What follows belongs to an exercise in optimizing a design on an open flow for small area, a short achievable clock period and few clock cycles; a production flow would make more cautious choices.
At most, simulation tests tie the RTL to the original design; equivalence was not proved.
For runs 1, 4 and 5, only the layout was checked, not whether the RTL still works.

**flow/config.mk**
```make
export PLATFORM = sky130hd
export DESIGN_NAME = resolve_core
export DESIGN_NICKNAME = resolve_core
export VERILOG_FILES = /design/flow/design.v
export SDC_FILE = /design/flow/constraint.sdc
export NUM_CORES = 4
export LEC_CHECK = 0
export ABC_CLOCK_PERIOD_IN_PS = 4000
export CAP_MARGIN = 20
export CORE_MARGIN = 2
export CORE_UTILIZATION = 50
export SETUP_SLACK_MARGIN = 5
export SLEW_MARGIN = 20
export TNS_END_PERCENT = 100
```
**flow/constraint.sdc**
```tcl
create_clock -name core_clock -period 10.0 [get_ports {clk}]
set_input_delay 2.0000 -clock core_clock [delete_from_list [all_inputs] [get_ports {clk}]]
set_output_delay 2.0000 -clock core_clock [all_outputs]
set_load 0.01 [all_outputs]
```
**flow/design.v**
```verilog
module resolve_core (
    input  wire        clk,
    input  wire        rst,             
    input  wire        start,
    input  wire [9:0]  cand_lag,
    input  wire [9:0]  lag_min,
    input  wire [9:0]  max_dist,
    input  wire [7:0]  subthr_pct,
    output reg         busy,
    output reg  [9:0]  dt_addr,
    input  wire [9:0]  dt_data,
    output reg         done,
    output reg         err,
    output reg  [9:0]  corr_lag,
    output reg  [9:0]  divisor
);
    localparam PH_IDLE = 2'd0;
    localparam PH_DIVD = 2'd1;
    localparam PH_DIVT = 2'd2;
    localparam PH_RUN  = 2'd3;
    localparam T_NONE = 2'd0;
    localparam T_K1   = 2'd1;       
    localparam T_KW   = 2'd2;       
    reg [1:0]  ph;
    reg        kmode;               
    reg [9:0]  c_r;
    reg [11:0] th_t;
    reg [6:0]  th_r;
    reg [2:0]  mcnt;
    reg [9:0]  wdm1;
    reg [9:0]  wim1;
    reg [11:0] wr;
    reg [11:0] wb;                  
    reg [2:0]  ul;                  
    reg [12:0] ds;                  
    reg        ucont;               
    reg [2:0]  lp;                  
    reg [1:0]  ta_kind, tb_kind;
    reg        ta_last, tb_last;
    reg [9:0]  tb_dm1, tb_im1;
    reg [10:0] tb_r;
    reg [9:0]  kn;                  
    function ge_c10;                
        input [9:0] x;
        input [9:0] k;
        integer j;
        reg r;
        begin
            r = 1'b1;
            for (j = 0; j < 10; j = j + 1)
                r = k[j] ? (x[j] & r) : (x[j] | r);
            ge_c10 = r;
        end
    endfunction
    function [12:0] den_sh;
        input [9:0] dm1;
        input [2:0] l;
        reg [18:0] v;
        begin
            case (l)
                3'd0:    v = {8'd0, dm1, 1'b0};
                3'd1:    v = {6'd0, dm1, 3'd0};
                3'd2:    v = {4'd0, dm1, 5'd0};
                3'd3:    v = {2'd0, dm1, 7'd0};
                default: v = {dm1, 9'd0};
            endcase
            den_sh = {|v[18:12], v[11:0]};
        end
    endfunction
    wire        big = ds[12];
    wire [14:0] d1  = {3'd0, ds[11:0]};
    wire [14:0] d2  = {2'd0, ds[11:0], 1'b0};
    wire [14:0] d4  = {1'd0, ds[11:0], 2'b0};
    wire [14:0] xa  = {3'd0, wr};
    wire [14:0] xb  = {3'd0, wb};
    wire [14:0] s0 = xa + xb;
    wire [14:0] s1 = xa + xb - d1;
    wire [14:0] s2 = xa + xb - d2;
    wire [14:0] s3 = xa + xb - d2 - d1;
    wire [14:0] s4 = xa + xb - d4;
    function sgn3;                  
        input [15:0] a, b, c;
        input cin;
        reg [15:0] s, cy;
        reg [14:0] g, p, g2, p2;
        integer i, k;
        begin
            s  = a ^ b ^ c;
            cy = {((a[14:0] & b[14:0]) | (a[14:0] & c[14:0]) | (b[14:0] & c[14:0])), 1'b0};
            g  = s[14:0] & cy[14:0];
            p  = s[14:0] | cy[14:0];
            g[0] = g[0] | (p[0] & cin);
            for (k = 1; k < 15; k = k * 2) begin
                g2 = g; p2 = p;
                for (i = k; i < 15; i = i + 1) begin
                    g2[i] = g[i] | (p[i] & g[i-k]);
                    p2[i] = p[i] & p[i-k];
                end
                g = g2; p = p2;
            end
            sgn3 = s[15] ^ cy[15] ^ g[14];
        end
    endfunction
    function sgn4;                  
        input [15:0] a, b, c, d;
        reg [15:0] s1, c1;
        begin
            s1 = a ^ b ^ c;
            c1 = {((a[14:0] & b[14:0]) | (a[14:0] & c[14:0]) | (b[14:0] & c[14:0])), 1'b1};
            sgn4 = sgn3(s1, c1, d, 1'b1);
        end
    endfunction
    wire [15:0] fa_ = {4'd0, wr};
    wire [15:0] fb_ = {4'd0, wb};
    wire [15:0] n1  = ~{4'd0, ds[11:0]};
    wire [15:0] n2  = ~{3'd0, ds[11:0], 1'b0};
    wire [15:0] n4  = ~{2'd0, ds[11:0], 2'b0};
    wire g1  = !big && !sgn3(fa_, fb_, n1, 1'b1);
    wire g2  = !big && !sgn3(fa_, fb_, n2, 1'b1);
    wire g3  = !big && !sgn4(fa_, fb_, n1, n2);
    wire ovf = !big && !sgn3(fa_, fb_, n4, 1'b1);
    wire [1:0]  dig  = {g2, (g1 && !g2) || g3};
    wire [11:0] urem = ({12{g3}}        & s3[11:0])
                     | ({12{g2 && !g3}} & s2[11:0])
                     | ({12{g1 && !g2}} & s1[11:0])
                     | ({12{!g1}}       & s0[11:0]);
    wire [7:0]  kq     = ucont ? kn[7:0] : 8'd0;
    wire [9:0]  u_q    = {kq, dig};
    wire [9:0]  addb    = kmode ? tb_im1 : {kq, 2'b00};
    wire [9:0]  bm0     = wim1 + addb;
    wire [7:0]  bh1     = bm0[9:2] + 8'd1;
    reg  [2:0]  lo_a, lo_b;         
    always @* begin
        case ({bm0[1:0], dig})
            4'b0000: begin lo_a = 3'd0; lo_b = 3'd1; end
            4'b0001: begin lo_a = 3'd1; lo_b = 3'd2; end
            4'b0010: begin lo_a = 3'd2; lo_b = 3'd3; end
            4'b0011: begin lo_a = 3'd3; lo_b = 3'd4; end
            4'b0100: begin lo_a = 3'd1; lo_b = 3'd2; end
            4'b0101: begin lo_a = 3'd2; lo_b = 3'd3; end
            4'b0110: begin lo_a = 3'd3; lo_b = 3'd4; end
            4'b0111: begin lo_a = 3'd4; lo_b = 3'd5; end
            4'b1000: begin lo_a = 3'd2; lo_b = 3'd3; end
            4'b1001: begin lo_a = 3'd3; lo_b = 3'd4; end
            4'b1010: begin lo_a = 3'd4; lo_b = 3'd5; end
            4'b1011: begin lo_a = 3'd5; lo_b = 3'd6; end
            4'b1100: begin lo_a = 3'd3; lo_b = 3'd4; end
            4'b1101: begin lo_a = 3'd4; lo_b = 3'd5; end
            4'b1110: begin lo_a = 3'd5; lo_b = 3'd6; end
            default: begin lo_a = 3'd6; lo_b = 3'd7; end
        endcase
    end
    wire [9:0]  im1_nx  = {lo_a[2] ? bh1 : bm0[9:2], lo_a[1:0]};
    wire [9:0]  i_nx    = {lo_b[2] ? bh1 : bm0[9:2], lo_b[1:0]};
    wire [2:0]  lq = (|u_q[9:8]) ? 3'd4 : (|u_q[7:6]) ? 3'd3 : (|u_q[5:4]) ? 3'd2 :
                     (|u_q[3:2]) ? 3'd1 : 3'd0;
    wire [9:0] md   = max_dist;            
    wire [10:1] mg;
    genvar gi;
    generate
        for (gi = 1; gi <= 10; gi = gi + 1) begin : g_md
            assign mg[gi] = ge_c10(md, gi * 100);
        end
    endgenerate
    wire [3:0] md_a = mg[10] ? 4'd10 : mg[9] ? 4'd9 : mg[8] ? 4'd8 : mg[7] ? 4'd7 :
                      mg[6] ? 4'd6 : mg[5] ? 4'd5 : mg[4] ? 4'd4 : mg[3] ? 4'd3 :
                      mg[2] ? 4'd2 : mg[1] ? 4'd1 : 4'd0;
    reg  [9:0] md_h;
    always @* begin
        case (md_a)
            4'd0: md_h = 10'd0;    4'd1: md_h = 10'd100;  4'd2: md_h = 10'd200;
            4'd3: md_h = 10'd300;  4'd4: md_h = 10'd400;  4'd5: md_h = 10'd500;
            4'd6: md_h = 10'd600;  4'd7: md_h = 10'd700;  4'd8: md_h = 10'd800;
            4'd9: md_h = 10'd900;  default: md_h = 10'd1000;
        endcase
    end
    wire [9:0] md_b = md - md_h;
    wire [1:0] tg   = tb_im1[7:6];
    wire [6:0] t_b  = tb_r[6:0];
    wire [3:0] t_a  = tb_r[10:7];
    wire [9:0] tp   = {1'b0, th_r, 2'b00} + (tg[1] ? {2'b0, t_b, 1'b0} : 10'd0)
                                         + (tg[0] ? {3'b0, t_b} : 10'd0);
    wire [10:0] tpd1 = {1'b0, tp} - 11'd100;
    wire [10:0] tpd2 = {1'b0, tp} - 11'd200;
    wire [10:0] tpd3 = {1'b0, tp} - 11'd300;
    wire [10:0] tpd4 = {1'b0, tp} - 11'd400;
    wire [10:0] tpd5 = {1'b0, tp} - 11'd500;
    wire [10:0] tpd6 = {1'b0, tp} - 11'd600;
    wire [6:1] tgk = {!tpd6[10], !tpd5[10], !tpd4[10], !tpd3[10], !tpd2[10], !tpd1[10]};
    wire [2:0] tk   = {tgk[4], (tgk[2] && !tgk[4]) || tgk[6],
                       (tgk[1] && !tgk[2]) || (tgk[3] && !tgk[4]) || (tgk[5] && !tgk[6])};
    wire [6:0] tr_n = ({7{tgk[6]}}             & tpd6[6:0])
                    | ({7{tgk[5] && !tgk[6]}}  & tpd5[6:0])
                    | ({7{tgk[4] && !tgk[5]}}  & tpd4[6:0])
                    | ({7{tgk[3] && !tgk[4]}}  & tpd3[6:0])
                    | ({7{tgk[2] && !tgk[3]}}  & tpd2[6:0])
                    | ({7{tgk[1] && !tgk[2]}}  & tpd1[6:0])
                    | ({7{!tgk[1]}}            & tp[6:0]);
    wire [11:0] tbase  = {th_t[9:0], 2'b00} + ((tg[1] ? {7'd0, t_a, 1'b0} : 12'd0) + (tg[0] ? {8'd0, t_a} : 12'd0));
    wire [8:0]  tbase1 = tbase[11:3] + 9'd1;
    reg  [3:0]  tlo;
    always @* begin
        case ({tbase[2:0], tk})
            6'd0: tlo = 4'd0; 6'd1: tlo = 4'd1; 6'd2: tlo = 4'd2; 6'd3: tlo = 4'd3;
            6'd4: tlo = 4'd4; 6'd5: tlo = 4'd5; 6'd6: tlo = 4'd6; 6'd7: tlo = 4'd7;
            6'd8: tlo = 4'd1; 6'd9: tlo = 4'd2; 6'd10: tlo = 4'd3; 6'd11: tlo = 4'd4;
            6'd12: tlo = 4'd5; 6'd13: tlo = 4'd6; 6'd14: tlo = 4'd7; 6'd15: tlo = 4'd8;
            6'd16: tlo = 4'd2; 6'd17: tlo = 4'd3; 6'd18: tlo = 4'd4; 6'd19: tlo = 4'd5;
            6'd20: tlo = 4'd6; 6'd21: tlo = 4'd7; 6'd22: tlo = 4'd8; 6'd23: tlo = 4'd9;
            6'd24: tlo = 4'd3; 6'd25: tlo = 4'd4; 6'd26: tlo = 4'd5; 6'd27: tlo = 4'd6;
            6'd28: tlo = 4'd7; 6'd29: tlo = 4'd8; 6'd30: tlo = 4'd9; 6'd31: tlo = 4'd10;
            6'd32: tlo = 4'd4; 6'd33: tlo = 4'd5; 6'd34: tlo = 4'd6; 6'd35: tlo = 4'd7;
            6'd36: tlo = 4'd8; 6'd37: tlo = 4'd9; 6'd38: tlo = 4'd10; 6'd39: tlo = 4'd11;
            6'd40: tlo = 4'd5; 6'd41: tlo = 4'd6; 6'd42: tlo = 4'd7; 6'd43: tlo = 4'd8;
            6'd44: tlo = 4'd9; 6'd45: tlo = 4'd10; 6'd46: tlo = 4'd11; 6'd47: tlo = 4'd12;
            6'd48: tlo = 4'd6; 6'd49: tlo = 4'd7; 6'd50: tlo = 4'd8; 6'd51: tlo = 4'd9;
            6'd52: tlo = 4'd10; 6'd53: tlo = 4'd11; 6'd54: tlo = 4'd12; 6'd55: tlo = 4'd13;
            6'd56: tlo = 4'd7; 6'd57: tlo = 4'd8; 6'd58: tlo = 4'd9; 6'd59: tlo = 4'd10;
            6'd60: tlo = 4'd11; 6'd61: tlo = 4'd12; 6'd62: tlo = 4'd13; default: tlo = 4'd14;
        endcase
    end
    wire [11:0] tt_n = {tlo[3] ? tbase1 : tbase[11:3], tlo[2:0]};
    wire is_weak = (th_t[11:10] == 2'b00) && (dt_data > th_t[9:0]);
    wire b_k1     = (tb_kind == T_K1);
    wire b_kw     = (tb_kind == T_KW);
    wire b_d2     = (tb_dm1 == 10'd1);
    wire in_run   = (ph == PH_RUN);
    wire flush_k1 = in_run && b_k1 && !is_weak && !b_d2;
    wire fail_kw  = in_run && b_kw && is_weak;
    wire end_k1   = b_k1 && b_d2;
    wire end_kw   = b_kw && !is_weak && tb_last;
    wire end_run  = in_run && (end_k1 || end_kw);
    wire w_ge3    = |wdm1[9:1];
    wire flow_go  = in_run && !kmode && w_ge3 && !flush_k1 && !end_run;
    wire issue_kw = in_run && kmode && !fail_kw && !end_kw && (kn != 10'd0);
    wire tb_upd   = in_run && !kmode && !flush_k1;
    wire thr_ok   = (mcnt >= 3'd3);
    wire d64 = (lag_min[9:4] == 6'd0) && (cand_lag >= {lag_min[3:0], 6'd0});
    wire d16 = (lag_min[9:6] == 4'd0) && (cand_lag >= {lag_min[5:0], 4'd0});
    wire        step_done = !ovf && (ul == 3'd0);
    wire [9:0]  sh_dm1 = fail_kw ? tb_dm1 : (step_done ? wdm1 - 10'd1 : wdm1);
    wire [2:0]  sh_l   = fail_kw ? lp : (ovf ? ul + 3'd1 : ((ul != 3'd0) ? ul - 3'd1 : lq));
    wire [12:0] ds_var = den_sh(sh_dm1, sh_l);
    always @(posedge clk) begin
        if (rst) begin
            ph <= PH_IDLE; kmode <= 1'b0;
            busy <= 1'b0; done <= 1'b0; err <= 1'b0;
            corr_lag <= 10'd0; divisor <= 10'd0; dt_addr <= 10'd0;
            c_r <= 10'd0; th_t <= 12'd0; th_r <= 7'd0; mcnt <= 3'd7;
            wdm1 <= 10'd0; wim1 <= 10'd0; wr <= 12'd0; wb <= 12'd0;
            ul <= 3'd0; ucont <= 1'b0; lp <= 3'd0; ds <= 13'd0;
            ta_kind <= T_NONE; tb_kind <= T_NONE; ta_last <= 1'b0; tb_last <= 1'b0;
            tb_dm1 <= 10'd0; tb_im1 <= 10'd0; tb_r <= 11'd0;
            kn <= 10'd0;
        end else begin
            done <= 1'b0;
            if (mcnt != 3'd0 && mcnt <= 3'd4) begin
                th_t   <= tt_n;
                th_r   <= tr_n;
                tb_im1 <= {tb_im1[7:0], 2'b00};
                mcnt   <= mcnt + 3'd1;
            end
            tb_kind <= (flush_k1 || fail_kw || end_run) ? T_NONE : ta_kind;
            tb_last <= ta_last;
            if (tb_upd) begin
                tb_dm1 <= wdm1;
                tb_im1 <= wim1;
                tb_r   <= wr[10:0];
            end
            ta_kind <= T_NONE;
            ta_last <= 1'b0;
            case (ph)
                PH_IDLE: begin
                    if (start) begin
                        if (lag_min == 10'd0) begin
                            done <= 1'b1;
                            err  <= 1'b1;
                        end else begin
                            busy   <= 1'b1;
                            err    <= 1'b0;
                            c_r    <= cand_lag;
                            tb_im1 <= {2'b0, subthr_pct};
                            tb_r   <= {md_a, md_b[6:0]};
                            th_t   <= 12'd0;
                            th_r   <= 7'd0;
                            mcnt   <= 3'd1;
                            wdm1   <= lag_min;
                            wim1   <= lag_min - 10'd1;
                            wr     <= {1'b0, cand_lag, 1'b0};
                            wb     <= 12'd0;
                            ul     <= d64 ? 3'd3 : (d16 ? 3'd2 : 3'd1);
                            ds     <= d64 ? den_sh(lag_min, 3'd3) : (d16 ? den_sh(lag_min, 3'd2) : den_sh(lag_min, 3'd1));
                            kn     <= 10'd0;
                            ucont  <= 1'b1;
                            kmode  <= 1'b0;
                            lp     <= 3'd0;
                            ph     <= PH_DIVD;
                        end
                    end
                end
                PH_DIVD: begin
                    if (ovf) begin
                        ul <= ul + 3'd1;
                        ds <= ds_var;
                    end else if (ul != 3'd0) begin
                        wr <= urem;
                        kn <= {kq, dig};
                        ul <= ul - 3'd1;
                        ds <= ds_var;
                    end else if (!(|u_q[9:1])) begin
                        divisor  <= 10'd1;
                        corr_lag <= c_r;
                        busy     <= 1'b0;
                        done     <= 1'b1;
                        ucont    <= 1'b0;
                        ph       <= PH_IDLE;
                    end else begin
                        wdm1  <= u_q;
                        ds    <= {2'b0, u_q, 1'b0};
                        wr    <= urem;
                        wb    <= {2'b0, u_q};
                        ucont <= 1'b0;
                        ph    <= PH_DIVT;
                    end
                end
                PH_DIVT, PH_RUN: begin
                    if (end_run) begin
                        if (end_k1) begin
                            divisor  <= is_weak ? 10'd1 : 10'd2;
                            corr_lag <= is_weak ? c_r : tb_im1 + 10'd1;
                        end else begin
                            divisor  <= tb_dm1 + 10'd1;
                            corr_lag <= tb_im1 + 10'd1;
                        end
                        busy  <= 1'b0;
                        done  <= 1'b1;
                        kmode <= 1'b0;
                        ucont <= 1'b0;
                        ph    <= PH_IDLE;
                    end else if (flush_k1) begin
                        wdm1  <= tb_dm1 + 10'd1;
                        ds    <= {2'b0, tb_dm1 + 10'd1, 1'b0};
                        wim1  <= tb_im1;
                        wr    <= {1'b0, tb_r};
                        wb    <= {1'b0, tb_r} + {2'b0, tb_dm1} + 12'd1;
                        kn    <= tb_dm1 - 10'd1;
                        kmode <= 1'b1;
                        ucont <= 1'b0;
                        ul    <= 3'd0;
                    end else if (fail_kw) begin
                        wdm1  <= tb_dm1;
                        wim1  <= tb_im1;
                        wr    <= {1'b0, tb_r};
                        wb    <= {1'b0, tb_im1, 1'b1};
                        kmode <= 1'b0;
                        ucont <= 1'b0;
                        ul    <= lp;
                        ds    <= ds_var;
                    end else if (issue_kw) begin
                        wr      <= urem;
                        wim1    <= im1_nx;
                        dt_addr <= i_nx;
                        kn      <= kn - 10'd1;
                        ta_kind <= T_KW;
                        ta_last <= (kn == 10'd1);
                    end else if (flow_go || ph == PH_DIVT) begin
                        if (ovf) begin
                            if (!ucont) begin
                                wr <= s0[11:0];
                                wb <= 12'd0;
                                kn <= 10'd0;
                            end
                            ul    <= ul + 3'd1;
                            ds    <= ds_var;
                            ucont <= 1'b1;
                        end else if (ul != 3'd0) begin
                            wr    <= urem;
                            wb    <= 12'd0;
                            kn    <= {kq, dig};
                            ul    <= ul - 3'd1;
                            ds    <= ds_var;
                            ucont <= 1'b1;
                        end else if (ph == PH_RUN || thr_ok) begin
                            wdm1    <= wdm1 - 10'd1;
                            wim1    <= im1_nx;
                            wr      <= urem;
                            wb      <= {1'b0, im1_nx, 1'b1};
                            dt_addr <= i_nx;
                            ta_kind <= T_K1;
                            ucont   <= 1'b0;
                            lp      <= lq;
                            ul      <= lq;
                            ds      <= ds_var;
                            ph      <= PH_RUN;
                        end
                    end
                end
                default: ;
            endcase
        end
    end
endmodule
```
**flow/run.sh**
```bash
#!/bin/bash
# synth_recipe.tcl (not shown) runs the flow's synth.tcl, then flattens the netlist and writes it again
# the make line also repeats each setting of config.mk as NAME=value (left out here)
make -C /OpenROAD-flow-scripts/flow DESIGN_CONFIG=/design/flow/config.mk WORK_HOME=/design/flow/orfs CLKGATE_MAP_FILE= SYNTH_SCRIPT=/design/flow/synth_recipe.tcl finish
```
==> results of run 1 <==
==> layout make-up <==
cell class | instances | area (sq um)
multi-input combinational | 2020 | 15210
fill | 3427 | 14680
sequential | 178 | 3602
timing repair buffer | 217 | 2067
inverter | 186 | 701.9
tap | 511 | 639.4
clock buffer | 17 | 425.4
clock inverter | 15 | 163.9
==> final timing paths <==
check	start	endpoint	slack (ps)	cells after the start
max reg2reg	wr[10]	wb[9]	4980	19
min	ta_last	tb_last	440	1
min reg2reg	ta_last	tb_last	440	1
max	wr[10]	wb[9]	4980	19
==> state kept, by name (all words and copies together), names as in the netlist, 11 cells and up <==
name / count
ds: 12
th_t: 12
wb: 12
wr: 12
tb_r: 11
==> layer usage <==
layer,vias to the layer above,GRT usage [%]
li1,9254,-
met1,9804,51.07
met4,0,20.40
met5,-,0
met2,1070,59.23
met3,261,6.595
==> through the flow <==
| stage | area (sq um) |
|---|---|
| 4_1_cts | 21930 |
| 6_report | 22810 |
| 3_3_place_gp | 20090 |
| 5_1_grt | 22810 |
| 3_5_place_dp | 20110 |
| 2_1_floorplan | 19000 |
==> placed cells by master (no fill, tap or decap), drive strengths merged, types with 71 or more instances in the layout <==
master  count
a211oi     72
a21oi     188
buf       138
dfxtp     178
ha        160
inv       193
nand2     318
nand3      71
nor2      214
o21ai     149
xnor2      86
==> kinds of logic (layout without fill, tap and decap cells) <==
family	after synthesis	in the layout	synth area share [%]
simple gates	868	869	21.48
compound gates	753	755	27.51
buf+inv	329	435	6.983
fa+ha+maj	222	222	16.84
flops	178	178	18.85
xor+xnor	136	136	6.301
mux	38	38	2.032
==> timing repair <==
item / in CTS / in global routing
cloned: 4 / 1
pin swaps: 42 / 67
hold endpoints to repair: 0 / 0
resized for setup: 136 / 153
endpoints found under the setup margin: 116 / 105
buffers inserted: 59 / 43
==> notes.md, run 1 <==
Met1 wire length - 31980 um
Finished Core Util - 60.85%
Hold_buf cts - 0
H-tree Lvls - 4
Most used cell, CP - inv_2
Tightest Hold Check Type - flip-flop to flip-flop
Synth Register Bits - 178
Post-placement cell count - 3005
DR DRC count - 0
Largest net degree at the start of global routing - 56
WP buf/inv - 3
Io pins - 84
Skew final - 16.98 ps
Core ar. - 0.03749 sq mm
Gpl congestion - 0.9535
Routed WL - 76400 um
Worst Path Class, Setup - flip-flop to flip-flop
Largest area contributor in the netlist - dfxtp_1
Clock Path Buffers - 2
Setup repair after global routing missed its margin - true
Synth warnings - 1
DR iter-0 viols - 2198
Slew @ Worst Pin - 1060 ps
Post-DRT Antenna Nets - 0
Clock Sinks - 178
Worst path max stage delay - 590 ps
Highest routing layer actually used - met4
P&R area growth vs syn - 20.66%
HPWL Detailed - 55060 um
Final period utilization - 50.20%
Area contributors post-synth - dfxtp_1 (19%), ha_1 (11%), nand2_1 (6.3%)
Total Routing Usage GR - 38.30%
Met3 WL - 6449 um
FMAX - 199.2 MHz
CTS tree - built
# diodes - 0
Met2 wire length - 33570 um
Synth Cell Area - 0.01890 sq mm
Mapped Cells - 2524
Die area - 0.03938 sq mm
Die extent in x - 198.4 um
Share of the synthesized area in the top cell type - 18.85%
First-pass GRT wire length - 114800 um
Critical path, cell by cell - inv_2, fa_2, fa_1, inv_2, nor2_1, maj3_1, maj3_1, a2111oi_4, a31oi_4, inv_2, ha_1, nor2_1, a21oi_2, a32o_2, nand4_1, xnor2_2, a221oi_1, or4_1, o21ai_1
Rows - 71
Finished Layout Cells - 3144
Insertion delay to the later sink of the worst-skew pair - 460 ps
Post-synthesis cell type count - 109
Final Critical Period - 5020 ps
Grt ovf - 0
Num CTS Buffers - 17
CP delay by family, top - adder cells
Number of I/O port buffers - 83
Clock root buffer - clkbuf_16
Crit path required time - 10380 ps
First drt pass iteration count - 8
Final #Nets - 2887
WL/cell - 24.30 um
Startpoint Class - flip-flop
Rel. slew slack - 29.28%
Vias/cell - 6.485
Die height - 198.4 um
Post-synthesis average cell area - 7.490 sq um
Hold slack - 444.6 ps
Syn_nets - 2791
Post-synthesis async set-or-reset flop share - 0%
Most frequent cell after synthesis - nand2_1
Slew Viols, Final - 0
Sequential fraction of the synthesis area - 18.85%
Post-synth top cells - nand2_1 (316), nor2_1 (211), inv_1 (186)
Vias - 20390
Antenna violations before repair - 0
Worst path slowest cell - fa_2
Count of final setup violators - 0
Initial Util - 50.43%
Ratio of cells with drive above 1 in the final layout - 15.84%
Post-place setup slack - 3610 ps
Post-synth top flop - dfxtp_1
EDFF count, synth - 0
MaxCap Viol Count - 0
Fin worst setup slack - 4980 ps
CTS clock-pin slew for the worst setup and hold paths - 80 ps
Vias in the first global route - 19120
Outcome - complete, no violations
Worst Path Arrival - 5400 ps
Setup TNS Final - 0 ps
CP Max Fanout - 5
Final hold viol count - 0
Crit. End Element - flip-flop
==> run 2: changes to the inputs <==
--- a/flow/design.v
+++ b/flow/design.v
@@ -11,8 +11,8 @@
     input  wire [9:0]  dt_data,
     output reg         done,
     output reg         err,
-    output reg  [9:0]  corr_lag,
-    output reg  [9:0]  divisor
+    output wire [9:0]  corr_lag,
+    output wire [9:0]  divisor
 );
     localparam PH_IDLE = 2'd0;
     localparam PH_DIVD = 2'd1;
@@ -27,6 +27,8 @@
     reg [11:0] th_t;
     reg [6:0]  th_r;
     reg [2:0]  mcnt;
+    reg [1:0]  tgp;                 
+    reg [2:0]  tkp;                 
     reg [9:0]  wdm1;
     reg [9:0]  wim1;
     reg [11:0] wr;
@@ -40,6 +42,11 @@
     reg [9:0]  tb_dm1, tb_im1;
     reg [10:0] tb_r;
     reg [9:0]  kn;                  
+    reg        res1;
+    wire [9:0] tb_d = tb_dm1 + 10'd1;
+    wire [9:0] tb_i = tb_im1 + 10'd1;
+    assign divisor  = res1 ? 10'd1 : tb_d;
+    assign corr_lag = res1 ? c_r : tb_i;
     function ge_c10;                
         input [9:0] x;
         input [9:0] k;
@@ -180,46 +187,25 @@
     wire [3:0] t_a  = tb_r[10:7];
     wire [9:0] tp   = {1'b0, th_r, 2'b00} + (tg[1] ? {2'b0, t_b, 1'b0} : 10'd0)
                                          + (tg[0] ? {3'b0, t_b} : 10'd0);
-    wire [10:0] tpd1 = {1'b0, tp} - 11'd100;
-    wire [10:0] tpd2 = {1'b0, tp} - 11'd200;
-    wire [10:0] tpd3 = {1'b0, tp} - 11'd300;
-    wire [10:0] tpd4 = {1'b0, tp} - 11'd400;
-    wire [10:0] tpd5 = {1'b0, tp} - 11'd500;
-    wire [10:0] tpd6 = {1'b0, tp} - 11'd600;
-    wire [6:1] tgk = {!tpd6[10], !tpd5[10], !tpd4[10], !tpd3[10], !tpd2[10], !tpd1[10]};
+    wire [6:1] tgk;
+    generate
+        for (gi = 1; gi <= 6; gi = gi + 1) begin : g_tk
+            assign tgk[gi] = ge_c10(tp, gi * 100);
+        end
+    endgenerate
     wire [2:0] tk   = {tgk[4], (tgk[2] && !tgk[4]) || tgk[6],
                        (tgk[1] && !tgk[2]) || (tgk[3] && !tgk[4]) || (tgk[5] && !tgk[6])};
-    wire [6:0] tr_n = ({7{tgk[6]}}             & tpd6[6:0])
-                    | ({7{tgk[5] && !tgk[6]}}  & tpd5[6:0])
-                    | ({7{tgk[4] && !tgk[5]}}  & tpd4[6:0])
-                    | ({7{tgk[3] && !tgk[4]}}  & tpd3[6:0])
-                    | ({7{tgk[2] && !tgk[3]}}  & tpd2[6:0])
-                    | ({7{tgk[1] && !tgk[2]}}  & tpd1[6:0])
-                    | ({7{!tgk[1]}}            & tp[6:0]);
-    wire [11:0] tbase  = {th_t[9:0], 2'b00} + ((tg[1] ? {7'd0, t_a, 1'b0} : 12'd0) + (tg[0] ? {8'd0, t_a} : 12'd0));
-    wire [8:0]  tbase1 = tbase[11:3] + 9'd1;
-    reg  [3:0]  tlo;
+    reg  [9:0] tk_h;
     always @* begin
-        case ({tbase[2:0], tk})
-            6'd0: tlo = 4'd0; 6'd1: tlo = 4'd1; 6'd2: tlo = 4'd2; 6'd3: tlo = 4'd3;
-            6'd4: tlo = 4'd4; 6'd5: tlo = 4'd5; 6'd6: tlo = 4'd6; 6'd7: tlo = 4'd7;
-            6'd8: tlo = 4'd1; 6'd9: tlo = 4'd2; 6'd10: tlo = 4'd3; 6'd11: tlo = 4'd4;
-            6'd12: tlo = 4'd5; 6'd13: tlo = 4'd6; 6'd14: tlo = 4'd7; 6'd15: tlo = 4'd8;
-            6'd16: tlo = 4'd2; 6'd17: tlo = 4'd3; 6'd18: tlo = 4'd4; 6'd19: tlo = 4'd5;
-            6'd20: tlo = 4'd6; 6'd21: tlo = 4'd7; 6'd22: tlo = 4'd8; 6'd23: tlo = 4'd9;
-            6'd24: tlo = 4'd3; 6'd25: tlo = 4'd4; 6'd26: tlo = 4'd5; 6'd27: tlo = 4'd6;
-            6'd28: tlo = 4'd7; 6'd29: tlo = 4'd8; 6'd30: tlo = 4'd9; 6'd31: tlo = 4'd10;
-            6'd32: tlo = 4'd4; 6'd33: tlo = 4'd5; 6'd34: tlo = 4'd6; 6'd35: tlo = 4'd7;
-            6'd36: tlo = 4'd8; 6'd37: tlo = 4'd9; 6'd38: tlo = 4'd10; 6'd39: tlo = 4'd11;
-            6'd40: tlo = 4'd5; 6'd41: tlo = 4'd6; 6'd42: tlo = 4'd7; 6'd43: tlo = 4'd8;
-            6'd44: tlo = 4'd9; 6'd45: tlo = 4'd10; 6'd46: tlo = 4'd11; 6'd47: tlo = 4'd12;
-            6'd48: tlo = 4'd6; 6'd49: tlo = 4'd7; 6'd50: tlo = 4'd8; 6'd51: tlo = 4'd9;
-            6'd52: tlo = 4'd10; 6'd53: tlo = 4'd11; 6'd54: tlo = 4'd12; 6'd55: tlo = 4'd13;
-            6'd56: tlo = 4'd7; 6'd57: tlo = 4'd8; 6'd58: tlo = 4'd9; 6'd59: tlo = 4'd10;
-            6'd60: tlo = 4'd11; 6'd61: tlo = 4'd12; 6'd62: tlo = 4'd13; default: tlo = 4'd14;
+        case (tk)
+            3'd0: tk_h = 10'd0;    3'd1: tk_h = 10'd100;  3'd2: tk_h = 10'd200;
+            3'd3: tk_h = 10'd300;  3'd4: tk_h = 10'd400;  3'd5: tk_h = 10'd500;
+            default: tk_h = 10'd600;
         endcase
     end
-    wire [11:0] tt_n = {tlo[3] ? tbase1 : tbase[11:3], tlo[2:0]};
+    wire [9:0]  tr_n = tp - tk_h;
+    wire [11:0] tt_n = {th_t[9:0], 2'b00} + (tgp[1] ? {7'd0, t_a, 1'b0} : 12'd0)
+                                        + (tgp[0] ? {8'd0, t_a} : 12'd0) + {9'd0, tkp};
     wire is_weak = (th_t[11:10] == 2'b00) && (dt_data > th_t[9:0]);
     wire b_k1     = (tb_kind == T_K1);
     wire b_kw     = (tb_kind == T_KW);
@@ -233,10 +219,9 @@
     wire w_ge3    = |wdm1[9:1];
     wire flow_go  = in_run && !kmode && w_ge3 && !flush_k1 && !end_run;
     wire issue_kw = in_run && kmode && !fail_kw && !end_kw && (kn != 10'd0);
-    wire tb_upd   = in_run && !kmode && !flush_k1;
-    wire thr_ok   = (mcnt >= 3'd3);
+    wire tb_upd   = in_run && !kmode && !flush_k1 && !end_run;
+    wire thr_ok   = (mcnt >= 3'd4);
     wire d64 = (lag_min[9:4] == 6'd0) && (cand_lag >= {lag_min[3:0], 6'd0});
-    wire d16 = (lag_min[9:6] == 4'd0) && (cand_lag >= {lag_min[5:0], 4'd0});
     wire        step_done = !ovf && (ul == 3'd0);
     wire [9:0]  sh_dm1 = fail_kw ? tb_dm1 : (step_done ? wdm1 - 10'd1 : wdm1);
     wire [2:0]  sh_l   = fail_kw ? lp : (ovf ? ul + 3'd1 : ((ul != 3'd0) ? ul - 3'd1 : lq));
@@ -245,8 +230,8 @@
         if (rst) begin
             ph <= PH_IDLE; kmode <= 1'b0;
             busy <= 1'b0; done <= 1'b0; err <= 1'b0;
-            corr_lag <= 10'd0; divisor <= 10'd0; dt_addr <= 10'd0;
-            c_r <= 10'd0; th_t <= 12'd0; th_r <= 7'd0; mcnt <= 3'd7;
+            res1 <= 1'b0; dt_addr <= 10'd0;
+            c_r <= 10'd0; tgp <= 2'd0; tkp <= 3'd0; th_t <= 12'd0; th_r <= 7'd0; mcnt <= 3'd7;
             wdm1 <= 10'd0; wim1 <= 10'd0; wr <= 12'd0; wb <= 12'd0;
             ul <= 3'd0; ucont <= 1'b0; lp <= 3'd0; ds <= 13'd0;
             ta_kind <= T_NONE; tb_kind <= T_NONE; ta_last <= 1'b0; tb_last <= 1'b0;
@@ -254,9 +239,11 @@
             kn <= 10'd0;
         end else begin
             done <= 1'b0;
-            if (mcnt != 3'd0 && mcnt <= 3'd4) begin
+            if (mcnt != 3'd0 && mcnt <= 3'd5) begin
                 th_t   <= tt_n;
-                th_r   <= tr_n;
+                th_r   <= tr_n[6:0];
+                tgp    <= tg;
+                tkp    <= tk;
                 tb_im1 <= {tb_im1[7:0], 2'b00};
                 mcnt   <= mcnt + 3'd1;
             end
@@ -282,14 +269,16 @@
                             tb_im1 <= {2'b0, subthr_pct};
                             tb_r   <= {md_a, md_b[6:0]};
                             th_t   <= 12'd0;
+                            tgp    <= 2'd0;
+                            tkp    <= 3'd0;
                             th_r   <= 7'd0;
                             mcnt   <= 3'd1;
                             wdm1   <= lag_min;
                             wim1   <= lag_min - 10'd1;
                             wr     <= {1'b0, cand_lag, 1'b0};
                             wb     <= 12'd0;
-                            ul     <= d64 ? 3'd3 : (d16 ? 3'd2 : 3'd1);
-                            ds     <= d64 ? den_sh(lag_min, 3'd3) : (d16 ? den_sh(lag_min, 3'd2) : den_sh(lag_min, 3'd1));
+                            ul     <= d64 ? 3'd3 : 3'd2;
+                            ds     <= d64 ? den_sh(lag_min, 3'd3) : den_sh(lag_min, 3'd2);
                             kn     <= 10'd0;
                             ucont  <= 1'b1;
                             kmode  <= 1'b0;
@@ -308,8 +297,7 @@
                         ul <= ul - 3'd1;
                         ds <= ds_var;
                     end else if (!(|u_q[9:1])) begin
-                        divisor  <= 10'd1;
-                        corr_lag <= c_r;
+                        res1     <= 1'b1;
                         busy     <= 1'b0;
                         done     <= 1'b1;
                         ucont    <= 1'b0;
@@ -325,21 +313,15 @@
                 end
                 PH_DIVT, PH_RUN: begin
                     if (end_run) begin
-                        if (end_k1) begin
-                            divisor  <= is_weak ? 10'd1 : 10'd2;
-                            corr_lag <= is_weak ? c_r : tb_im1 + 10'd1;
-                        end else begin
-                            divisor  <= tb_dm1 + 10'd1;
-                            corr_lag <= tb_im1 + 10'd1;
-                        end
+                        res1  <= end_k1 && is_weak;
                         busy  <= 1'b0;
                         done  <= 1'b1;
                         kmode <= 1'b0;
                         ucont <= 1'b0;
                         ph    <= PH_IDLE;
                     end else if (flush_k1) begin
-                        wdm1  <= tb_dm1 + 10'd1;
-                        ds    <= {2'b0, tb_dm1 + 10'd1, 1'b0};
+                        wdm1  <= tb_d;
+                        ds    <= {2'b0, tb_d, 1'b0};
                         wim1  <= tb_im1;
                         wr    <= {1'b0, tb_r};
                         wb    <= {1'b0, tb_r} + {2'b0, tb_dm1} + 12'd1;
--- a/flow/config.mk
+++ b/flow/config.mk
@@ -5,10 +5,10 @@
 export SDC_FILE = /design/flow/constraint.sdc
 export NUM_CORES = 4
 export LEC_CHECK = 0
-export ABC_CLOCK_PERIOD_IN_PS = 4000
 export CAP_MARGIN = 20
 export CORE_MARGIN = 2
-export CORE_UTILIZATION = 50
+export CORE_UTILIZATION = 55
+export PLACE_DENSITY = 0.7
 export SETUP_SLACK_MARGIN = 5
 export SLEW_MARGIN = 20
 export TNS_END_PERCENT = 100
==> run 2 against run 1 <==
Compared with the run above:
- clock skew decreased by 1.1 ps
- still clean
- non-clock buffer count decreased by 55
- design area decreased by 12%
==> notes.md, run 2 <==
Post-synth top flop - dfxtp_1
Post-synth top cells - nand2_1 (258), nor2_1 (225), dfxtp_1 (164)
Number of I/O port buffers - 83
Die extent in x - 182.0 um
Sequential fraction of the synthesis area - 18.85%
Simple-gate share of the synthesized area - 21.25%
Synth Area in Compound Gates - 27.09%
Io pins - 84
Area contributors post-synth - dfxtp_1 (19%), ha_1 (11%), fa_1 (6.8%)
Mapped Cells - 2328
DR DRC count - 0
Slew @ Worst Pin - 974.6 ps
Skew final - 15.90 ps
Synth warnings - 1
Count of final setup violators - 0
HPWL Detailed - 51280 um
Vias - 18930
Final period utilization - 50.18%
CP Max Fanout - 38
Worst Path Arrival - 5390 ps
Post-placement cell count - 2703
Largest net degree at the start of global routing - 71
Fin area - 0.02014 sq mm
Share of the synthesized area in the top cell type - 18.85%
H-tree Lvls - 4
Insertion delay to the later sink of the worst-skew pair - 470 ps
Final #Nets - 2626
Syn_nets - 2585
Most frequent cell after synthesis - nand2_1
Storage element area - 0.003323 sq mm
First drt pass iteration count - 9
Worst Path Class, Setup - primary input to flip-flop
Hold_buf cts - 0
Outcome - complete, no violations
Vias/cell - 6.795
Clock root buffer - clkbuf_16
EDFF count, synth - 0
Crit path required time - 10370 ps
WL/cell - 24.87 um
Clock Path Buffers - 2
Slew Viols, Final - 0
Most frequent cells in the layout - nand2_1 (252), nor2_1 (217), inv_1 (150), a21oi_1 (150), ha_1 (141)
Synth Cell Area - 0.01742 sq mm
Die height - 182.0 um
Post-DRT Antenna Nets - 0
Grt ovf - 0
Core ar. - 0.03139 sq mm
Final Critical Period - 5018 ps
Cell Area, Placed - 0.01843 sq mm
P&R area growth vs syn - 15.59%
Routed WL - 69290 um
Mux contribution to synthesized area - 1.767%
CTS tree - built
Tightest Hold Check Type - flip-flop to flip-flop
Fill cell count - 2784
Commonest non-fill, non-tap cell in the layout - nand2_1
Clock Sinks - 164
Multi-input logic area - 0.01366 sq mm
Vias in the first global route - 17410
First-pass GRT wire length - 103700 um
Rel. slew slack - 34.43%
Initial Util - 55.49%
Synth Register Bits - 164
Post-synthesis average cell area - 7.483 sq um
Startpoint Class - primary input
MaxCap Viol Count - 0
Post-synthesis async set-or-reset flop share - 0%
Gpl congestion - 1.065
Ratio of cells with drive above 1 in the final layout - 11.67%
Crit. End Element - flip-flop
Rows - 65
Post-synthesis cell type count - 88
Num CTS Buffers - 17
Largest family of logic cells by synthesized area - compound AO/OA/AOI/OAI gates
Finished Layout Cells - 2786
Largest area contributor in the netlist - dfxtp_1
CTS clock-pin slew for the worst setup and hold paths - 80 ps
FMAX - 199.3 MHz
Area share of fa/ha/maj cells after synthesis - 17.75%
Antenna violations before repair - 4
Post-synthesis xor/xnor area fraction - 6.687%
Total Routing Usage GR - 40.82%
Final hold viol count - 0
Setup TNS Final - 0 ps
DR iter-0 viols - 2750
Die area - 0.03311 sq mm
Finished Core Util - 64.15%
Setup repair after global routing missed its margin - true
[run 2: path summary, 6_finish.rpt]
kind / start / end / slack (ps) / cells past startpoint
setup reg to reg: ds[7] / wdm1[2] / 5030 / 13
hold / removal: ta_kind[1] / tb_kind[1] / 440 / 1
setup / recovery: dt_data[9] / tb_r[2] / 4980 / 11
hold reg to reg: ta_kind[1] / tb_kind[1] / 440 / 1
[run 2: metrics by stage]
| stage | hold WS [ps] | worst slack [ps] |
|---|---|---|
| floorplan | 405.7 | 5184 |
| global placement | 409.2 | 3894 |
| detailed placement | 414.4 | 3944 |
| CTS | 432.2 | 4889 |
| global route | 460.1 | 4862 |
| finish | 435.7 | 4982 |
[run 2: what timing repair did]
action,CTS,global route
cloned,1,1
gates resized for setup,92,103
setup endpoints to repair,105,83
setup buffers,9,37
pin swaps,9,29
[run 2: per-layer routing]
metal,track usage [%],wire [um],up-vias
met2,61.30,29320,1264
met4,19.58,3999,2
li1,-,-,8446
met3,11.05,8674,292
met1,54.34,27290,8928
met5,0,9,-
[run 2: final cells by class]
| type | instances | area share, % |
|---|---|---|
| Clock inverter | 15 | 0.6897 |
| Sequential cell | 164 | 16.50 |
| Timing Repair Buffer | 162 | 7.444 |
| Inverter | 156 | 2.908 |
| Tap cell | 402 | 2.498 |
| Multi-Input combinational cell | 1868 | 67.82 |
| Clock buffer | 17 | 2.113 |
| Antenna cell | 2 | 0.02485 |
[run 2: cells by family (layout without fill, tap and decap cells)]
| group | Yosys count | in the layout |
|---|---|---|
| AO/OA/AOI/OAI | 694 | 694 |
| flip-flops | 164 | 164 |
| buffers and inverters | 296 | 350 |
| AND/OR/NAND/NOR | 798 | 798 |
| multiplexers | 30 | 30 |
| other | 0 | 2 |
| adder cells (fa/ha/maj) | 213 | 213 |
| XOR/XNOR | 133 | 133 |
[run 2: critical path: stages]
cell,delay [ps]
clkdlybuf4s50_1,400
ha_1,310
and3_1,230
a211oi_1,100
a31oi_1,270
o211ai_1,240
nand2_1,110
buf_4,450
and3_2,680
nand2_1,280
a311oi_1,290
Testbench counts of run 2, summed over its fixed seeds: cycles 9,485.
==> run 3: changes to the inputs <==
--- a/flow/config.mk
+++ b/flow/config.mk
@@ -5,10 +5,10 @@
 export SDC_FILE = /design/flow/constraint.sdc
 export NUM_CORES = 4
 export LEC_CHECK = 0
+export ABC_CLOCK_PERIOD_IN_PS = 4000
 export CAP_MARGIN = 20
 export CORE_MARGIN = 2
-export CORE_UTILIZATION = 55
-export PLACE_DENSITY = 0.7
+export CORE_UTILIZATION = 50
 export SETUP_SLACK_MARGIN = 5
 export SLEW_MARGIN = 20
 export TNS_END_PERCENT = 100
==> run 3 against run 2 <==
Compared with the run above:
- still clean on timing, DRC and antenna
- sequential share of layout area fell by 0.39 points
- core utilization fell by 4.0 points
- setup slack improved by 51 ps
- critical path type unchanged
==> notes.md, run 3 <==
Outcome - complete, no violations
Final #Nets - 2653
Die height - 190.7 um
Sink of the worst hold path - tb_kind[0]
Routed WL - 71560 um
Most frequent cells in the layout - nand2_1 (253), nor2_1 (215), inv_1 (150)
Worst path max stage delay - 620 ps
Setup repair after global routing missed its margin - true
FMAX - 201.3 MHz
Synth Cell Area - 0.01742 sq mm
Rows - 68
Crit path required time - 10300 ps
Die area - 0.03635 sq mm
Commonest non-fill, non-tap cell in the layout - nand2_1
First-pass GRT wire length - 105500 um
WL/cell - 24.99 um
RR Endpoint - wb[9]
Vias - 18900
Rel. slew slack - 24.46%
Vias in the first global route - 17240
Hold path depth - 1
EDFF count, synth - 0
Count of final setup violators - 0
Sequential fraction of the synthesis area - 18.85%
Antenna violations before repair - 1
Largest area contributor in the netlist - dfxtp_1
Clock Sinks - 164
Area contributors post-synth - dfxtp_1 (19%), ha_1 (11%), fa_1 (6.8%)
Post-synth top flop - dfxtp_1
Critical R2R Launch - wr[1]
Insertion delay to the later sink of the worst-skew pair - 470 ps
Share of the synthesized area in the top cell type - 18.85%
CTS clock-pin slew for the worst setup and hold paths - 70 ps
Post-synthesis async set-or-reset flop share - 0%
Total Routing Usage GR - 38.23%
Slew @ Worst Pin - 1124 ps
Post-DRT Antenna Nets - 0
Tightest Hold Check Type - flip-flop to flip-flop
Worst reg2reg path depth - 21
Skew final - 13.66 ps
Syn_nets - 2585
Core ar. - 0.03446 sq mm
Initial Util - 50.56%
Io pins - 84
HP Start - ta_kind[0]
Gpl congestion - 0.9925
Ratio of cells with drive above 1 in the final layout - 13.74%
HPWL Detailed - 52070 um
Critical path, cell by cell - clkdlybuf4s50_1, ha_1, or4b_2, o41ai_4, a21o_1, a21o_1, a21oi_1, nor2_2, buf_4, nor2_1, a221oi_2, a311oi_1
Synth warnings - 1
First drt pass iteration count - 9
Slew Viols, Final - 0
CP Max Fanout - 5
Post-synthesis cell type count - 88
Grt ovf - 0
Clock Path Buffers - 2
Num CTS Buffers - 17
Final Critical Period - 4967 ps
Hold_buf cts - 0
Worst Path Class, Setup - primary input to flip-flop
Synth Register Bits - 164
MaxCap Viol Count - 0
Worst path slowest cell - or4b_2
Startpoint Class - primary input
DR DRC count - 0
R2r setup slk - 5090 ps
P&R area growth vs syn - 19.05%
DR iter-0 viols - 2204
Final period utilization - 49.67%
Mapped Cells - 2328
CTS tree - built
Number of I/O port buffers - 83
Most used cell, CP - a21o_1
Die extent in x - 190.7 um
Largest net degree at the start of global routing - 68
Post-synthesis average cell area - 7.483 sq um
Most frequent cell after synthesis - nand2_1
Post-synth top cells - nand2_1 (258), nor2_1 (225), dfxtp_1 (164)
H-tree Lvls - 4
# diodes - 0
Crit. End Element - flip-flop
Final hold viol count - 0
Worst Path Arrival - 5270 ps
Vias/cell - 6.598
Clock root buffer - clkbuf_16
Setup TNS Final - 0 ps
Hold slack - 438.2 ps
run 3: cell count changes in the layout (fill, tap and decap cells not counted), sizes merged, moves of 2 or more:
cell | previous run | this run
dlygate4sd2 | 1 | 4
clkinvlp | 3 | 6
inv | 165 | 161
buf | 79 | 102
diode | 2 | 0
clkbuf | 23 | 20
run 3: through the flow:
| stage | util (%) | instance area [sq um] | cells | worst slack [ps] |
|---|---|---|---|---|
| 3_3_place_gp | 53.69 | 18500 | 2756 | 3790 |
| 4_1_cts | 56.72 | 19550 | 2802 | 4949 |
| 2_1_floorplan | - | 17420 | 2328 | 5184 |
| 5_1_grt | 60.19 | 20740 | 2864 | 4929 |
| 6_report | 60.19 | 20740 | 2864 | 5033 |
| 3_5_place_dp | 53.69 | 18500 | 2756 | 3590 |
run 3: worst max-delay path by stage:
stage	start	endpoint	slack [ps]	cells past startpoint
after global placement	dt_data[9]	wim1[8]	3790	14
after detailed placement	dt_data[9]	wim1[8]	3590	14
after CTS	dt_data[8]	kn[3]	4950	12
final	lag_min[0]	ds[6]	5030	12
after global routing	wr[1]	wr[7]	4930	21
after floorplan	dt_data[8]	wdm1[8]	5180	13
run 3: per-layer routing:
layer,vias up,part of all wire [%],track usage [%],routed length (um)
li1,8507,-,-,-
met1,9030,42,52.82,30100
met2,1119,43,58.45,30910
met3,239,10,8.355,7406
met4,2,4.4,13.71,3138
met5,-,0.018,0,13
run 3: cell families (layout without fill, tap and decap cells):
| group | count (synthesis) | after routing | share of synthesized area, % |
|---|---|---|---|
| mux | 30 | 30 | 1.767 |
| flops | 164 | 164 | 18.85 |
| buf+inv | 296 | 373 | 6.615 |
| simple gates | 798 | 800 | 21.25 |
| fa+ha+maj | 213 | 213 | 17.75 |
| compound gates | 694 | 696 | 27.09 |
| xor+xnor | 133 | 133 | 6.687 |
run 3: area by class of cell:
| class | count | area, sq um |
|---|---|---|
| Clock buffer | 18 | 439.2 |
| Clock inverter | 14 | 141.4 |
| Fill cell | 3197 | 13720 |
| Inverter | 156 | 589.3 |
| Multi-Input combinational cell | 1872 | 13960 |
| Sequential cell | 164 | 3341 |
| Tap cell | 455 | 569.3 |
| Timing Repair Buffer | 185 | 1700 |
run 3: timing repair:
action	in CTS	in global routing
setup endpoints to repair	94	134
gates resized for setup	98	148
pin swaps	16	69
setup buffers	14	56
cloned	0	5
run 3: critical path: cells and delay by family:
kind,cells,cell delay (ps)
and+or+nand+nor,3,930
AOI/OAI and AO/OA,6,1220
buffers and inverters,2,740
adders and majority gates,1,370
==> run 4: changes to the inputs <==
--- a/flow/design.v
+++ b/flow/design.v
@@ -159,8 +159,11 @@
     end
     wire [9:0]  im1_nx  = {lo_a[2] ? bh1 : bm0[9:2], lo_a[1:0]};
     wire [9:0]  i_nx    = {lo_b[2] ? bh1 : bm0[9:2], lo_b[1:0]};
-    wire [2:0]  lq = (|u_q[9:8]) ? 3'd4 : (|u_q[7:6]) ? 3'd3 : (|u_q[5:4]) ? 3'd2 :
-                     (|u_q[3:2]) ? 3'd1 : 3'd0;
+    wire [2:0]  lqb = (|u_q[9:8]) ? 3'd4 : (|u_q[7:6]) ? 3'd3 : (|u_q[5:4]) ? 3'd2 :
+                      (|u_q[3:2]) ? 3'd1 : 3'd0;
+    wire        lq3 = (|u_q[9:8]) ? 1'b0 : (|u_q[7:6]) ? (&u_q[7:6]) : (|u_q[5:4]) ? (&u_q[5:4]) :
+                      (|u_q[3:2]) ? (&u_q[3:2]) : (&u_q[1:0]);
+    wire [2:0]  lq  = lqb + {2'b0, lq3};
     wire [9:0] md   = max_dist;            
     wire [10:1] mg;
     genvar gi;
==> run 4 against run 3 <==
Compared with the run above:
- core utilization grew 0.72 points
- worst hold slack lost 4.9 ps
- register-to-register slack lost 760 ps
- via count grew 2.5%
- sequential cell count is the same
- still clean on timing, DRC and antenna
- highest routed layer is now met4
- count of clock-buffer cells in the layout is the same
- design area grew 3.7%
- die area grew 2.2%
- routed wire length grew 3.6%
==> notes.md, run 4 <==
Outcome - complete, no violations
Synth Cell Area - 0.01782 sq mm
Mapped Cells - 2375
Worst Path Arrival - 6060 ps
First drt pass iteration count - 6
Final #Nets - 2744
Gpl congestion - 0.9736
Final hold viol count - 0
Post-DRT Antenna Nets - 0
Grt ovf - 0
Most frequent cell after synthesis - nand2_1
Synth warnings - 1
Setup TNS Final - 0 ps
Tightest Hold Check Type - flip-flop to flip-flop
Simple-gate share of the synthesized area - 21.72%
Post-place setup slack - 3487 ps
Setup repair after global routing missed its margin - true
Die area - 0.03716 sq mm
Fill cell count - 3203
Post-synth top cells - nand2_1 (289), nor2_1 (214), a21oi_1 (170)
Clock Sinks - 164
Synth Register Bits - 164
Rows - 69
Insertion delay to the later sink of the worst-skew pair - 470 ps
Vias in the first global route - 18360
Hold_buf cts - 0
Multi-input logic area - 0.01414 sq mm
Worst Path Class, Setup - flip-flop to flip-flop
Syn_nets - 2634
Post-placement cell count - 2805
Vias/cell - 6.541
Slew Viols, Final - 0
Crit. End Element - flip-flop
Worst path slowest cell - fa_1
Io pins - 84
First-pass GRT wire length - 110600 um
Rel. slew slack - 24.56%
WL/cell - 25.05 um
H-tree Lvls - 4
Commonest non-fill, non-tap cell in the layout - nand2_1
Initial Util - 50.46%
CTS clock-pin slew for the worst setup and hold paths - 80 ps
Largest area contributor in the netlist - dfxtp_1
Area share of fa/ha/maj cells after synthesis - 17.50%
Core ar. - 0.03531 sq mm
Post-synth top flop - dfxtp_1
Fin area - 0.02150 sq mm
Worst path max stage delay - 550 ps
Mux contribution to synthesized area - 1.664%
Fin worst setup slack - 4335 ps
Die height - 192.8 um
Share of the synthesized area in the top cell type - 18.43%
MaxCap Viol Count - 0
Slew @ Worst Pin - 1121 ps
Num CTS Buffers - 17
Cell Area, Placed - 0.01892 sq mm
Final Critical Period - 5665 ps
EDFF count, synth - 0
P&R area growth vs syn - 20.70%
Total Routing Usage GR - 39.53%
Startpoint Class - flip-flop
Die extent in x - 192.8 um
DR iter-0 viols - 2322
Area contributors post-synth - dfxtp_1 (18%), ha_1 (10%), fa_1 (6.6%)
Post-synthesis cell type count - 107
DR DRC count - 0
Most frequent cells in the layout - nand2_1 (287), nor2_1 (203), inv_1 (154)
Routed WL - 74150 um
Clock Path Buffers - 2
Clock root buffer - clkbuf_16
Final period utilization - 56.65%
Vias - 19360
HPWL Detailed - 53660 um
Finished Layout Cells - 2960
Antenna violations before repair - 0
Skew final - 18.13 ps
CTS tree - built
Post-synthesis average cell area - 7.501 sq um
Sequential fraction of the synthesis area - 18.43%
FMAX - 176.5 MHz
Storage element area - 0.003374 sq mm
Largest net degree at the start of global routing - 67
Number of I/O port buffers - 83
Post-synthesis xor/xnor area fraction - 6.728%
Ratio of cells with drive above 1 in the final layout - 18.13%
CP Max Fanout - 4
Crit path required time - 10390 ps
Post-synthesis async set-or-reset flop share - 0%
Largest family of logic cells by synthesized area - compound AO/OA/AOI/OAI gates
Synth Area in Compound Gates - 26.83%
Count of final setup violators - 0
run 4: cell types whose count changed after synthesis, moves of 12 or more:
| cell | change |
|---|---|
| nand2b_1 | -16 |
| inv_1 | +15 |
| nand3_1 | +16 |
| a211oi_1 | +20 |
| o221ai_1 | -18 |
| nand2_1 | +31 |
| o21ai_0 | -12 |
run 4: routing by layer:
layer | GRT usage, % | vias up | wire length (um)
met5 | 0 | - | 0
met4 | 20.64 | 0 | 4546
met3 | 9.820 | 279 | 8056
met2 | 59.97 | 1154 | 31800
met1 | 51.71 | 9208 | 29750
li1 | - | 8719 | -
run 4: path summary, 6_finish.rpt:
check	startpoint	endpoint	slack [ps]	cells past startpoint
max	wb[8]	ds[1]	4330	27
min	ta_kind[0]	tb_kind[0]	430	1
max reg2reg	wb[8]	ds[1]	4330	27
min reg2reg	ta_kind[0]	tb_kind[0]	430	1
run 4: area by class of cell:
type | instances | area share (%)
sequential | 164 | 15.69
timing repair buffer | 229 | 9.658
antenna | 1 | 0.01164
inverter | 170 | 3.072
clock inverter | 14 | 1.111
multi-input combinational | 1903 | 65.78
tap | 461 | 2.682
clock buffer | 18 | 1.996
run 4: repair_timing:
action | CTS | global route
hold endpoints to repair | 0 | 0
buffers inserted | 64 | 51
pin swaps | 56 | 56
gates cloned | 5 | 2
resized for setup | 138 | 117
endpoints found under the setup margin | 125 | 95
run 4: per-stage QoR:
step	hold slack [ps]	util [%]
after global routing	454.1	60.89
after CTS	433.5	58.50
final	433.3	60.90
after floorplan	405.7	-
after detailed placement	415.1	53.57
after global placement	410.5	53.50
run 4: logic make-up (layout without fill, tap and decap cells):
logic type      count (synthesis)  in the layout
compound gates                692            693
xor+xnor                      136            136
simple gates                  825            830
fa+ha+maj                     215            215
mux                            29             29
buf+inv                       314            431
flops                         164            164
other cells                     0              1
run 4: critical path, delay by kind of cell (launching register included):
family | cells | cell delay, ps
AO/OA/AOI/OAI | 13 | 2290
XOR/XNOR | 1 | 170
adder cells (fa/ha/maj) | 5 | 1570
buffers and inverters | 3 | 190
flip-flops | 1 | 360
AND/OR/NAND/NOR | 5 | 980
==> run 5: changes to the inputs <==
==> flow/config.mk (replaced) <==
export PLATFORM = sky130hd
export DESIGN_NAME = resolve_core
export DESIGN_NICKNAME = resolve_core
export VERILOG_FILES = /design/flow/design.v
export SDC_FILE = /design/flow/constraint.sdc
export NUM_CORES = 4
export LEC_CHECK = 0
export CAP_MARGIN = 5
export CORE_MARGIN = 2
export CORE_UTILIZATION = 50
export SETUP_SLACK_MARGIN = 5
export SLEW_MARGIN = 5
export TNS_END_PERCENT = 100
==> run 5 against run 4 <==
Compared with the run above:
- still clean
- register-to-register slack improved by 60 ps
- sequential cell count unchanged
- first-iteration DRC count decreased by 15%
- critical path depth increased by 1
- synthesized area unchanged
- highest routed layer unchanged
==> notes.md, run 5 <==
Die extent in x - 192.8 um
Skew final - 19.40 ps
Final hold viol count - 0
Crit. End Element - flip-flop
CP Max Fanout - 5
Tightest Hold Check Type - flip-flop to flip-flop
Post-synthesis async set-or-reset flop share - 0%
Largest net degree at the start of global routing - 67
Worst Path Arrival - 5960 ps
HPWL Detailed - 53490 um
WL/cell - 24.99 um
Synth Register Bits - 164
Ratio of cells with drive above 1 in the final layout - 17.02%
First drt pass iteration count - 6
Sequential fraction of the synthesis area - 18.43%
Antenna violations before repair - 1
Die area - 0.03716 sq mm
Clock Path Buffers - 2
First-pass GRT wire length - 109000 um
Clock root buffer - clkbuf_16
Number of I/O port buffers - 83
DR DRC count - 0
Final period utilization - 56.06%
Share of the synthesized area in the top cell type - 18.43%
Most frequent cells in the layout - nand2_1 (286), nor2_1 (207), a21oi_1 (158)
Post-synth top cells - nand2_1 (289), nor2_1 (214), a21oi_1 (170)
Vias in the first global route - 17990
Post-synthesis cell type count - 107
Hold slack - 437.0 ps
Num CTS Buffers - 17
FMAX - 178.4 MHz
Routed WL - 73650 um
EDFF count, synth - 0
Commonest non-fill, non-tap cell in the layout - nand2_1
Synth warnings - 1
CTS tree - built
Slew Viols, Final - 0
Crit path required time - 10350 ps
Total Routing Usage GR - 39.05%
Gpl congestion - 0.9736
Worst path slowest cell - fa_1
Fill cell count - 3331
Final #Nets - 2731
Setup repair after global routing missed its margin - true
Post-synthesis average cell area - 7.501 sq um
Core ar. - 0.03531 sq mm
Rows - 69
Count of final setup violators - 0
Fin worst setup slack - 4394 ps
Rel. slew slack - 19.00%
Outcome - complete, no violations
Worst path max stage delay - 550 ps
Final Critical Period - 5606 ps
Mapped Cells - 2375
Largest area contributor in the netlist - dfxtp_1
Insertion delay to the later sink of the worst-skew pair - 460 ps
CTS clock-pin slew for the worst setup and hold paths - 70 ps
Post-synth top flop - dfxtp_1
Most frequent cell after synthesis - nand2_1
Slew @ Worst Pin - 1190 ps
Synth Cell Area - 0.01782 sq mm
Io pins - 84
Most used cell, CP - ha_4
Grt ovf - 0
Setup TNS Final - 0 ps
Syn_nets - 2634
Die height - 192.8 um
Vias/cell - 6.503
Post-place setup slack - 3467 ps
Worst Path Class, Setup - flip-flop to flip-flop
MaxCap Viol Count - 0
H-tree Lvls - 4
Startpoint Class - flip-flop
Clock Sinks - 164
DR iter-0 viols - 1969
Post-DRT Antenna Nets - 0
P&R area growth vs syn - 19.17%
Vias - 19160
Area contributors post-synth - dfxtp_1 (18%), ha_1 (10%), fa_1 (6.6%)
Initial Util - 50.46%
run 5: layout make-up:
type	count	area, sq um	area share [%]
repair buffers	216	1927	9.076
diodes	1	2.502	0.01179
clock inverters	14	136.4	0.6424
multi-input cells	1903	14120	66.52
inverters	170	656.9	3.094
flip-flops and latches	164	3369	15.87
clock buffers	18	439.2	2.069
well taps	461	576.8	2.717
run 5: routing by layer:
layer / track usage [%] / share of wire [%] / vias up
met4: 18.09 / 5.3 / 0
li1: - / - / 8671
met2: 59.51 / 43 / 1071
met1: 52.62 / 41 / 9183
met3: 8.256 / 10 / 239
met5: 0 / 0 / -
run 5: cell families after synthesis:
| family | after synthesis | share of synthesized area, % |
|---|---|---|
| mux | 29 | 1.664 |
| xor+xnor | 136 | 6.728 |
| buf+inv | 314 | 7.128 |
| compound gates | 692 | 26.84 |
| simple gates | 825 | 21.72 |
| fa+ha+maj | 215 | 17.50 |
| flops | 164 | 18.43 |
run 5: path summary, 6_finish.rpt:
kind / startpoint / endpoint / slack (ps) / cells past startpoint
min reg2reg: ta_kind[0] / tb_kind[0] / 440 / 1
max: wr[8] / ds[12] / 4390 / 28
min: ta_kind[0] / tb_kind[0] / 440 / 1
max reg2reg: wr[8] / ds[12] / 4390 / 28
run 5: worst max-delay path: cells and delay by family (launching register included):
kind	cells	cell delay, ps
flip-flops	1	380
AND/OR/NAND/NOR	3	380
adder cells (fa/ha/maj)	5	1530
buffers and inverters	4	360
XOR/XNOR	1	180
AO/OA/AOI/OAI	15	2680
run 5: what timing repair did:
action / CTS / global route
setup buffers: 56 / 47
pin swaps: 64 / 55
hold buffers: 0 / 0
resized for setup: 145 / 95
cloned: 4 / 3
endpoints found under the setup margin: 125 / 90
run 5: stage by stage:
step           util (%)  std cells  area (sq um)
2_1_floorplan         -       2375         17870
3_3_place_gp      53.50       2804         18890
3_5_place_dp      53.50       2804         18890
4_1_cts           58.09       2896         20510
5_1_grt           60.12       2946         21230
6_report          60.13       2947         21230

==> afterwards: timing with drivers on the ports <==
The results above use ideal ports. As a check the final layouts listed here were re-extracted and re-timed, cells and wires unchanged.
Step 1, drivers: a clkbuf_16 drives clk and a buf_2 each remaining input, both assumed.
Step 2 times the ports against the registers' clock, not the clock port: input delays grow and output delays shrink by t, the midpoint of the rising clock arrivals with the driver on.
a / b / c = ideal / step 1 / step 2; a / b = the first two.
run	t, ns	slack for setup (ns)	worst setup path at the end	slew at the worst register clock pin (ns)
run 1	0.512	4.980 / 4.980 / 4.536	input to register	0.09 / 0.09
run 2	0.514	4.982 / 5.010 / 4.496	input to register	0.08 / 0.08
run 3	0.522	5.033 / 5.071 / 4.549	input to register	0.08 / 0.08
run 4	0.516	4.335 / 4.335 / 4.187	input to register	0.08 / 0.08
run 5	0.512	4.394 / 4.394 / 4.280	input to register	0.08 / 0.08
After both steps setup and hold are still met in every run listed. For run 2, which loses most, drivers alone change the setup slack by +0.028 ns; drivers and shift together by -0.486 ns.
